From an optimization exercise on the open Yosys and OpenROAD flow, aimed at small area and a short achievable clock period; shortcuts taken in it are not production practice. The RTL was checked by simulation tests, not by an equivalence proof against the original design. Power is estimated from default activity; no workload was simulated.

== run 4 ==
## dccap_fa
module dccap_fa (
    input  wire        clk,
    input  wire        rst,          
    input  wire        tick,         
    input  wire        cmd_we,
    input  wire [31:0] cmd_wdata,
    input  wire [2:0]  rd_addr,
    output reg  [31:0] rd_data,
    output wire        busy,         
    output wire        bus_req,
    output wire        bus_rd,
    output wire [1:0]  bus_len,
    output wire [23:0] bus_wdata,
    input  wire        bus_ack,
    input  wire        bus_ok,
    input  wire [15:0] bus_rdata,
    output wire        out_a,
    output wire        out_b,
    output wire        out_pwm
);
    wire [3:0]  op = cmd_wdata[31:28];
    wire [3:0]  z  = cmd_wdata[27:24];
    wire [7:0]  a  = cmd_wdata[23:16];
    wire [15:0] d  = cmd_wdata[15:0];
    reg legal_fr, legal_act;
    always @(*) begin
        legal_fr  = 1'b0;
        legal_act = 1'b0;
        if (z == 4'd0) begin
            case (op)
                4'h1:             legal_fr  = 1'b1;
                4'h2, 4'h3:       legal_fr  = (d == 16'd0);
                4'h4, 4'h5, 4'h6: legal_fr  = (a == 8'd0) && (d == 16'd0);
                4'h8:             legal_act = (a == 8'd0);
                4'h9:             legal_act = 1'b1;
                default: ;
            endcase
        end
    end
    wire cmd_ill  = cmd_we && !legal_fr && !legal_act;
    wire cmd_fr   = cmd_we && legal_fr;
    wire set_duty = cmd_we && legal_act && (op == 4'h8);
    wire set_hz   = cmd_we && legal_act && (op == 4'h9);
    wire [31:0] fr_status, result;
    wire [31:0] act_status, toggle_hz, toggle_reload, pwm_ccr, pwm_ccr_next;
    dccap_framer u_framer (
        .clk       (clk),
        .rst       (rst),
        .tick      (tick),
        .cmd_ill   (cmd_ill),
        .cmd_fr    (cmd_fr),
        .cmd_op    (op),
        .cmd_a     (a),
        .cmd_d     (d),
  ...
For scale: roughly 17000 um^2 of cells after synthesis.
==> flow/config.mk <==
export PLATFORM = sky130hd
export DESIGN_NAME = dccap_fa
export DESIGN_NICKNAME = dccap_fa
export VERILOG_FILES = /design/flow/design.v
export SDC_FILE = /design/flow/constraint.sdc
export NUM_CORES = 4
export LEC_CHECK = 0
export ABC_AREA = 1
export CAP_MARGIN = 20
export CORE_MARGIN = 2
export CORE_UTILIZATION = 40
export CTS_BUF_LIST = sky130_fd_sc_hd__clkbuf_8
export CTS_CLUSTER_SIZE = 10
export SLEW_MARGIN = 20
==> flow/constraint.sdc <==
create_clock -name core_clock -period 125.0 [get_ports {clk}]
set_input_delay 25.0000 -clock core_clock [delete_from_list [all_inputs] [get_ports {clk}]]
set_output_delay 25.0000 -clock core_clock [all_outputs]
set_load 0.01 [all_outputs]
standard.sh (not shown) runs the stock make flow with config.mk's settings and CLKGATE_MAP_FILE= SYNTH_SCRIPT=/design/flow/synth_recipe.tcl, a recipe that flattens the netlist after the stock synthesis.
==> flow/flow/run.sh <==
#!/bin/bash
# The standard layout (the standard.sh: ORFS synthesis to final
# layout) with two changes: every port is buffered by a plain buffer
# cell instead of the default choice (a delay buffer), and the clock tree
# is built without dummy balancing loads.
set -euo pipefail
export BUFFER_PORTS_ARGS="-buffer_cell sky130_fd_sc_hd__buf_1"
export CTS_ARGS="-sink_clustering_enable -repair_clock_nets -buf_list sky130_fd_sc_hd__clkbuf_8 -dont_use_dummy_load"
export RECOVER_POWER=40
bash standard.sh finish > standard_flow.log 2>&1
Layout checks on run 4: not met. Flow itself completed; violations: max-capacitance violations, max-slew violations.
> inputs changed (run 4 -> run 5)
diff --git a/flow/flow/run.sh b/flow/flow/run.sh
--- a/flow/flow/run.sh
+++ b/flow/flow/run.sh
@@ -9 +9 @@
-export RECOVER_POWER=40
+export RECOVER_POWER=100
Notes after the runs:
Every stage of run 5 finished as expected; the final checks, on the other hand, flagged max-capacitance violations, max-slew violations, which means the layout fails. Setup slack in run 5 is smaller than in run 4. Average detailed-routed wire length per instance: run 5 vs run 4 — no meaningful difference. Comparing run 5 against run 4, there is no change at all in first-pass GRT wire length. Utilization run 4 -> run 5: down. Comparing run 4 with run 5, the hold slack came out essentially unchanged. Run 5 and run 4 ended up with nearly the same clock skew. Number of vias in the routed layout delta (run 4 -> run 5): insignificant. Run 5 and run 4 ended up with roughly the same sequential share of layout area. When the final numbers for run 5 and run 4 were put side by side, the synthesis-to-layout area growth turned out to be greater in run 4. On final total power, run 5 and run 4 are basically level. Run 5 gives less design area than run 4 did.

* * *

dccap_fa again, from the RTL that the note above started with.
==> flow/config.mk <==
export PLATFORM = sky130hd
export DESIGN_NAME = dccap_fa
export DESIGN_NICKNAME = dccap_fa
export VERILOG_FILES = /design/flow/design.v
export SDC_FILE = /design/flow/constraint.sdc
export NUM_CORES = 4
export LEC_CHECK = 0
export ABC_AREA = 1
export CAP_MARGIN = 20
export CORE_MARGIN = 2
export CORE_UTILIZATION = 40
export CTS_BUF_LIST = sky130_fd_sc_hd__clkbuf_8
export CTS_CLUSTER_SIZE = 10
export SLEW_MARGIN = 20
==> flow/constraint.sdc <==
create_clock -name core_clock -period 125.0 [get_ports {clk}]
set_input_delay 25.0000 -clock core_clock [delete_from_list [all_inputs] [get_ports {clk}]]
set_output_delay 25.0000 -clock core_clock [all_outputs]
set_load 0.01 [all_outputs]
==> flow/flow/run.sh <==
#!/bin/bash
# The standard layout (the standard.sh: ORFS synthesis to final
# layout), with every port buffered by a plain buffer cell instead of
# the default choice, a delay buffer.
set -euo pipefail
export BUFFER_PORTS_ARGS="-buffer_cell sky130_fd_sc_hd__buf_2"
bash standard.sh finish > standard_flow.log 2>&1
The first run produced a clean layout.
Edit:
==> flow/flow/run.sh (replaced) <==
#!/bin/bash
# The standard layout (the standard.sh: ORFS synthesis to final
# layout) with two changes: every port is buffered by a plain buffer
# cell instead of the default choice (a delay buffer), and the clock tree
# is built without dummy balancing loads.
set -euo pipefail
export BUFFER_PORTS_ARGS="-buffer_cell sky130_fd_sc_hd__buf_1"
export CTS_ARGS="-sink_clustering_enable -repair_clock_nets -buf_list sky130_fd_sc_hd__clkbuf_8 -dont_use_dummy_load"
bash standard.sh finish > standard_flow.log 2>&1
Global-route usage goes down by 0.69 points.
Via count goes down by 0.52%.
Non-clock buffer count goes up by 9.
Edit:
==> flow/flow/run.sh (replaced) <==
#!/bin/bash
# The standard layout (the standard.sh: ORFS synthesis to final
# layout), with every port buffered by a plain buffer cell instead of
# the default choice, a delay buffer.
set -euo pipefail
export BUFFER_PORTS_ARGS="-buffer_cell sky130_fd_sc_hd__buf_2"
bash standard.sh finish > standard_flow.log 2>&1
CTS_CLUSTER_DIAMETER = 40   (was unset)
CTS_CLUSTER_SIZE = unset   (was 10)
Sequential cell count is unchanged.
Register-to-register slack gets better by 60 ps.
Worst setup slack gets worse by 65 ps.
Worst hold slack gets better by 4.8 ps.
Clock-buffer cell count does not change.
Synthesized area is unchanged.

## afterwards: timing with drivers on the ports
No port has a modelled driver above. Below, the same layouts with a new extraction and two added sets of constraints.
Step 1 assumes that a clkbuf_16 drives the clock port and a buf_2 every other input.
Step 2, shift: input delay + t, output delay - t, t = (earliest + latest rising clock arrival at the registers) / 2. This alone moves slack from input paths to output paths.
Slacks: no drivers / after step 1 / after step 2; pairs: no drivers / after step 1.
run	t (ns)	setup slack, ns	worst slew at a driven data input, ns
run 4	0.516	72.413 / 72.363 / 72.363	0.05
run 5	0.512	69.801 / 69.756 / 70.268	0.05
the first run of note 2	0.515	72.315 / 72.277 / 72.277	0.04
the second run of note 2	0.512	72.379 / 72.331 / 72.331	0.05
the third run of note 2	0.515	72.315 / 72.277 / 72.277	0.04
The setup slack of run 4, which loses most, moves by -0.050 ns with the drivers and by -0.050 ns with both steps.
